Context: an optimization exercise on an open-source flow, tuned for small area, a short achievable clock period and few clock cycles per item. The choices shown serve that exercise and are no tape-out recipe.
The RTL was checked by simulation tests, not by an equivalence proof against the original design.

==> inputs of job 5453 <==
Design base122_core, start of the top module:
module base122_core (
    input  wire        clk,
    input  wire        rst,
    input  wire        enc_in_valid,
    input  wire [7:0]  enc_in_data,
    input  wire        enc_in_last,
    output wire        enc_in_ready,
    output wire        enc_out_valid,
    output wire [7:0]  enc_out_data,
    output wire        enc_out_last,
    input  wire        enc_out_ready,
    input  wire        dec_in_valid,
    input  wire [7:0]  dec_in_data,
    input  wire        dec_in_last,
    output wire        dec_in_ready,
    output wire        dec_out_valid,
    output wire [7:0]  dec_out_data,
    output wire        dec_out_end,
    output wire [2:0]  dec_out_cause,
    output wire [15:0] dec_out_epc,
    input  wire        dec_out_ready
);
    base122_enc u_enc (
        .clk(clk), .rst(rst),
        .in_valid(enc_in_valid), .in_data(enc_in_data), .in_last(enc_in_last),
        .in_ready(enc_in_ready),
        .out_valid(enc_out_valid), .out_data(enc_out_data), .out_last(enc_out_last),
        .out_ready(enc_out_ready)
    );
    base122_dec u_dec (
        .clk(clk), .rst(rst),
        .in_valid(dec_in_valid), .in_data(dec_in_data), .in_last(dec_in_last),
        .in_ready(dec_in_ready),
        .out_valid(dec_out_valid), .out_data(dec_out_data), .out_end(dec_out_end),
        .out_cause(dec_out_cause), .out_epc(dec_out_epc),
        .out_ready(dec_out_ready)
    );
endmodule
export LEC_CHECK = 0
export CAP_MARGIN = 20
export CORE_MARGIN = 2
export CORE_UTILIZATION = 40
export SETUP_SLACK_MARGIN = 1.5
export SLEW_MARGIN = 20
create_clock -name core_clock -period 4.0 [get_ports {clk}]
run.sh (not shown) runs the stock make flow with config.mk's settings and CLKGATE_MAP_FILE= SYNTH_SCRIPT=/design/flow/synth_recipe.tcl, a recipe that flattens the netlist after the stock synthesis.
==> inputs of job 3128, as changes to job 5453 <==
Settings changed: SETUP_SLACK_MARGIN 1.5 to not set.
==> inputs of job 3442, as changes to job 5453 <==
Settings changed: ABC_CLOCK_PERIOD_IN_PS set to 2000.
==> results.sh <==
export IMPL_clock_skew_final_ns=0.0118
export IMPL_status="no timing/DRC/antenna violations"
export IMPL_inverters=29
export IMPL_wl_met1_um=9930
export IMPL_grt_start_max_net_pins=62
export IMPL_sh_seq_area_pct=24.0
export IMPL_buffers_excl_clock=163
export IMPL_seqCellArea_um2=2310
export IMPL_comb_power_share_pct=57.4
export IMPL_place_congestion=0.924
export IMPL_met1_usage_pct=31.9
export IMPL_nets=989
Source of the figures above: job 3442

==> results.sh <==
export IMPL_comb_power_share_pct=57.4
export IMPL_wl_met1_um=9930
export IMPL_inverters=29
export IMPL_buffers_excl_clock=163
export IMPL_sh_seq_area_pct=24.0
export IMPL_grt_start_max_net_pins=62
export IMPL_place_congestion=0.924
export IMPL_status="no timing/DRC/antenna violations"
export IMPL_seqCellArea_um2=2310
export IMPL_max_freq_ghz=0.341
export IMPL_nets=989
export IMPL_clock_skew_final_ns=0.0118
Source of the figures above: job 5453

==> results.sh <==
export IMPL_status="no timing/DRC/antenna violations"
export IMPL_buffers_excl_clock=86
export IMPL_comb_power_share_pct=50.6
export IMPL_clock_skew_final_ns=0.0103
export IMPL_sh_seq_area_pct=28.8
export IMPL_seqCellArea_um2=2290
export IMPL_met1_usage_pct=30.8
export IMPL_grt_start_max_net_pins=46
Source of the figures above: job 3128

Testbench counts of job 5453, summed over its fixed seeds: cycles 21,481, items 37,672.
Testbench counts of job 3128, summed over its fixed seeds: cycles 21,481, items 37,672.
Testbench counts of job 3442, summed over its fixed seeds: cycles 21,481, items 37,672.

---

==> v1: inputs <==
Another version of the RTL of base122_core (not shown whole).
==> flow/config.mk <==
export PLATFORM = sky130hd
export DESIGN_NAME = base122_core
export DESIGN_NICKNAME = base122_core
export VERILOG_FILES = /design/flow/design.v
export SDC_FILE = /design/flow/constraint.sdc
export NUM_CORES = 4
export LEC_CHECK = 0
export ABC_AREA = 1
export CAP_MARGIN = 20
export CORE_MARGIN = 2
export CORE_UTILIZATION = 40
export CTS_BUF_LIST = sky130_fd_sc_hd__clkbuf_8
export CTS_CLUSTER_SIZE = 20
export SETUP_SLACK_MARGIN = 1.9
export SLEW_MARGIN = 20
==> flow/constraint.sdc <==
create_clock -name core_clock -period 4.0 [get_ports {clk}]
set_input_delay 0.8000 -clock core_clock [delete_from_list [all_inputs] [get_ports {clk}]]
set_output_delay 0.8000 -clock core_clock [all_outputs]
set_load 0.01 [all_outputs]
standard.sh (not shown) runs the stock make flow with config.mk's settings and CLKGATE_MAP_FILE= SYNTH_SCRIPT=/design/flow/synth_recipe.tcl, a recipe that flattens the netlist after the stock synthesis.
==> flow/flow/run.sh <==
#!/bin/bash
# The standard layout (standard.sh, unchanged synthesis and steps), with one
# change: the buffer that global placement puts on every input and output
# port is sky130_fd_sc_hd__buf_1 instead of the tool's own pick (a delay cell).
set -euo pipefail
export BUFFER_PORTS_ARGS="-buffer_cell sky130_fd_sc_hd__buf_1"
bash standard.sh synth > synth.log 2>&1
bash standard.sh finish > layout.log 2>&1
==> v29: changes against v1 <==
--- a/flow/design.v
+++ b/flow/design.v
@@ -30,80 +30,70 @@
     input  wire       out_ready
 );
     reg  [22:0] bits;        
     reg  [4:0]  nb;          
     reg         eom;         
     reg         e2;          
     wire        go    = !out_valid || out_ready;
     wire [6:0]  chunk = bits[22:16];
-    wire        p6    = bits[15];
     wire        danger;
     wire [2:0]  idx;
     base122_cls u_cls (.chunk(chunk), .danger(danger), .idx(idx));
     wire        ge8 = nb[4] | nb[3];
     wire        ge7 = ge8 | (nb[2:0] == 3'd7);
-    wire        ge6 = ge7 | (nb[2:0] == 3'd6);
     wire        nz  = nb != 5'd0;
     assign in_ready    = !eom && !nb[4];
     wire        accept = in_valid && in_ready;
-    wire        esc = !e2 && danger;
-    wire        have_e = ge8 || (eom && nz);             
-    wire        have_n = e2 ? (ge6 || eom) : (ge7 || (eom && nz));
-    wire        last_n = eom && (e2 ? !ge7 : !ge8);
-    wire [7:0]  byte_e = ge8 ? {3'b110, idx, 1'b1, p6} : {7'b1101111, chunk[6]};
-    wire [7:0]  byte_n = e2 ? {2'b10, bits[22:17]} : {1'b0, chunk};
-    wire        emit_e = go && have_e;
-    wire        emit_n = go && have_n;
-    wire        emit   = esc ? emit_e : emit_n;
+    wire        esc    = !e2 && danger;
+    wire        have_e = ge8 || (eom && nz);
+    wire        have_n = e2 ? (ge7 || eom) : (ge7 || (eom && nz));
+    wire        last_n = eom && !ge8;
+    wire [7:0]  byte_e = ge8 ? {3'b110, idx, 1'b1, bits[15]} : {7'b1101111, chunk[6]};
+    wire [7:0]  byte_n = e2 ? {2'b10, bits[21:16]} : {1'b0, chunk};
+    wire        emit   = go && (esc ? have_e : have_n);
+    wire        take   = go && (esc ? ge8 : have_n);     
     wire [22:0] bits_i = bits | ({in_data & {8{accept}}, 15'd0} >> nb[3:0]);
-    wire [22:0] bits_e = emit_e ? (ge8 ? {bits_i[14:0], 8'd0} : {bits_i[21:0], 1'd0}) : bits_i;
-    wire [22:0] bits_n = emit_n ? (e2 ? {bits_i[16:0], 6'd0} : {bits_i[15:0], 7'd0}) : bits_i;
     wire [4:0]  nb_i = accept ? nb + 5'd8 : nb;
-    wire [4:0]  c1 = accept ? nb + 5'd7 : nb - 5'd1;
-    wire [4:0]  c6 = accept ? nb + 5'd2 : (ge6 ? nb - 5'd6 : 5'd0);
-    wire [4:0]  c7 = accept ? nb + 5'd1 : (ge7 ? nb - 5'd7 : 5'd0);
-    wire [4:0]  c8 = accept ? nb        : nb - 5'd8;
-    wire [4:0]  nb_e = emit_e ? (ge8 ? c8 : c1) : nb_i;
-    wire [4:0]  nb_n = emit_n ? (e2 ? c6 : c7) : nb_i;
+    wire [4:0]  nb_t = accept ? nb + 5'd1 : (ge7 ? nb - 5'd7 : 5'd0);
     always @(posedge clk) begin
         if (rst) begin
             bits      <= 23'd0;
             nb        <= 5'd0;
             eom       <= 1'b0;
             e2        <= 1'b0;
             out_valid <= 1'b0;
         end else begin
-            bits <= esc ? bits_e : bits_n;
-            nb   <= esc ? nb_e : nb_n;
+            bits <= take ? {bits_i[15:0], 7'd0} : bits_i;
+            nb   <= take ? nb_t : nb_i;
             if (emit)
                 e2 <= esc;
             if (go) begin
                 out_valid <= emit;
                 out_data  <= esc ? byte_e : byte_n;
                 out_last  <= !esc && last_n;
             end
             if (accept)
                 eom <= in_last;
-            else if (!esc && emit_n && last_n)
+            else if (!esc && go && have_n && last_n)
                 eom <= 1'b0;
         end
     end
 endmodule
 module base122_dec (
     input  wire        clk,
     input  wire        rst,
     input  wire        in_valid,
     input  wire [7:0]  in_data,
     input  wire        in_last,
     output wire        in_ready,
     output reg         out_valid,
     output reg  [7:0]  out_data,
     output reg         out_end,
-    output reg  [2:0]  out_cause,
+    output wire [2:0]  out_cause,
     output wire [15:0] out_epc,
     input  wire        out_ready
 );
     localparam C_NONE     = 3'd0;
     localparam C_LEAD     = 3'd1;
     localparam C_TRUNC    = 3'd2;
     localparam C_CONT     = 3'd3;
     localparam C_OVERLONG = 3'd4;
@@ -120,21 +110,23 @@
     reg         pv;          
     reg  [6:0]  pd;
     reg  [15:0] pc;          
     reg  [2:0]  cause;
     reg         bad;         
     reg         drain;       
     reg         endp;        
     reg         eh;          
-    assign out_epc = pc;
+    reg         rdy;         
+    assign out_epc   = pc;
+    assign out_cause = (out_end && !eh) ? C_NONE : cause;
     wire go    = !out_valid || out_ready;
     wire fresh = endp && !pv;
     wire issue = go && fresh;
-    wire eng_ready = go && !eh && !(endp && (pv || bad));
+    wire eng_ready = go && rdy;
     wire accept    = dv && eng_ready;
     assign in_ready = eng_ready;
     wire [2:0]  k        = b1s[4:2];
     wire        k7       = k == 3'd7;
     wire [6:0]  p        = {b1s[0], d[5:0]};
     wire        p_danger = b1s[0] ? (d[5:0] == 6'h1C) :
                            (d[5:0] == 6'h00 || d[5:0] == 6'h0A || d[5:0] == 6'h0D ||
                             d[5:0] == 6'h22 || d[5:0] == 6'h26);
@@ -171,73 +163,73 @@
     wire [6:0]  new1  = !e2 ? d[6:0] : (k7 ? p : dval);
     wire [6:0]  pushv = pv ? pd : new1;
     wire        npend = pv ? unit : (unit && e2 && !k7);    
     wire [6:0]  npd   = pv ? new1 : p;
     wire [2:0]  an_e   = fresh ? 3'd0 : an;
     wire [13:0] window = {acc, 7'd0} | ({pushv, 7'd0} >> an_e);
     wire        emit   = push && an_e != 3'd0;
     wire [15:0] pc_inc = pc + (e2 ? 16'd2 : 16'd1);
+    wire        taken_eh = out_valid && out_ready && eh;
+    wire        eh_n     = go ? (fresh && bad) : eh;
+    wire        endp_n   = (accept && dl) || (endp && !issue);
+    wire        pv_n     = go ? npend : pv;
+    wire        bad_n    = (act && d_err) || (bad && !taken_eh);
     always @(posedge clk) begin
         if (rst) begin
             an        <= 3'd0;
             e2        <= 1'b0;
             pv        <= 1'b0;
+            rdy       <= 1'b1;
             pc        <= 16'd0;
             cause     <= C_NONE;
             bad       <= 1'b0;
             drain     <= 1'b0;
             endp      <= 1'b0;
             eh        <= 1'b0;
             out_valid <= 1'b0;
         end else begin
             if (go) begin
                 out_valid <= emit || fresh;
                 out_data  <= window[13:6];
                 out_end   <= fresh;
-                out_cause <= cause;
-                eh        <= fresh && bad;
             end
             if (push) begin
                 if (an_e == 3'd0) begin
                     acc <= pushv;
                     an  <= 3'd7;
                 end else begin
                     acc <= {window[5:0], 1'b0};
                     an  <= an_e - 3'd1;
                 end
             end else if (issue)
                 an  <= 3'd0;
-            if (go) begin
-                pv <= npend;
+            if (go)
                 pd <= npd;
-            end
-            if (out_valid && out_ready && eh)
-                pc <= 16'd0;
-            else if (unit)
+            pv   <= pv_n;
+            eh   <= eh_n;
+            endp <= endp_n;
+            bad  <= bad_n;
+            rdy  <= !eh_n && !(endp_n && (pv_n || bad_n));
+            if (taken_eh) begin
+                pc    <= 16'd0;
+                cause <= C_NONE;
+            end else if (unit)
                 pc <= dl ? 16'd0 : pc_inc;
             if (act)
                 e2 <= !e2 && d_b1 && !dl;
             if (!e2)
                 b1s <= d[4:0];
-            if (issue) begin
-                cause <= C_NONE;
-                bad   <= 1'b0;
-                endp  <= 1'b0;
-            end
             if (act && d_err) begin
                 cause <= err;
-                bad   <= 1'b1;
                 if (!dl)
                     drain <= 1'b1;
             end
-            if (accept && dl) begin
+            if (accept && dl)
                 drain <= 1'b0;
-                endp  <= 1'b1;
-            end
         end
     end
 endmodule
 module base122_core (
     input  wire        clk,
     input  wire        rst,
     input  wire        enc_in_valid,
     input  wire [7:0]  enc_in_data,
==> flow/flow/run.sh (replaced) <==
#!/bin/bash
# The standard layout (standard.sh, unchanged synthesis and steps), with two
# changes: the buffer that global placement puts on every input and output
# port is sky130_fd_sc_hd__buf_1 instead of the tool's own pick (a delay
# cell), and clock tree synthesis adds no dummy loads.
set -euo pipefail
export BUFFER_PORTS_ARGS="-buffer_cell sky130_fd_sc_hd__buf_1"
export CTS_ARGS="-sink_clustering_enable -repair_clock_nets -sink_clustering_size 20 -buf_list sky130_fd_sc_hd__clkbuf_8 -dont_use_dummy_load"
bash standard.sh synth > synth.log 2>&1
bash standard.sh finish > layout.log 2>&1
==> summary of the runs <==
In v1 the sequential cell count is higher than in v29, by 2.
Design area: v29 is lower than v1 (about 23%).
In v1 the utilization is higher than in v29, by 3.4 points.
Synthesized cell count: v1 is larger than v29 (31%).
Routed wire length: v29 is lower than v1 (32%).
In v1 the via count is larger than in v29, by about 38%.
Worst setup slack: v29 is worse than v1 (0.00054 ns).
In maximum frequency, v29 and v1 hardly differ.
In v1 the clock-buffer cell count is higher than in v29, by 2.
Testbench counts of v1, summed over its fixed seeds: cycles 21,481, items 37,672.
Testbench counts of v29, summed over its fixed seeds: cycles 21,481, items 37,672.

static timing again, ports no longer ideal:
The results above use ideal ports. As a check the final layouts listed here were re-extracted and re-timed, cells and wires unchanged.
Step 1 assumes that a clkbuf_16 drives the clock port and a buf_2 every other input.
Step 2 moves the port delays by t, midway between the first and last clock arrival at a register: inputs arrive t later, outputs are due t later. That takes back most of the time a late clock gives input paths.
Slacks: no drivers / after step 1 / after step 2; pairs: no drivers / after step 1.
run	shift t [ns]	setup WS [ns]	cell pins on the clock port's net
job 5453	0.395	1.065 / 1.065 / 0.670	1
job 3128	0.387	0.304 / 0.282 / 0.143	1
job 3442	0.395	1.065 / 1.065 / 0.670	1
v1	0.411	1.931 / 1.898 / 1.540	1
v29	0.399	1.931 / 1.889 / 1.618	1
After both steps every run listed still meets setup and hold.
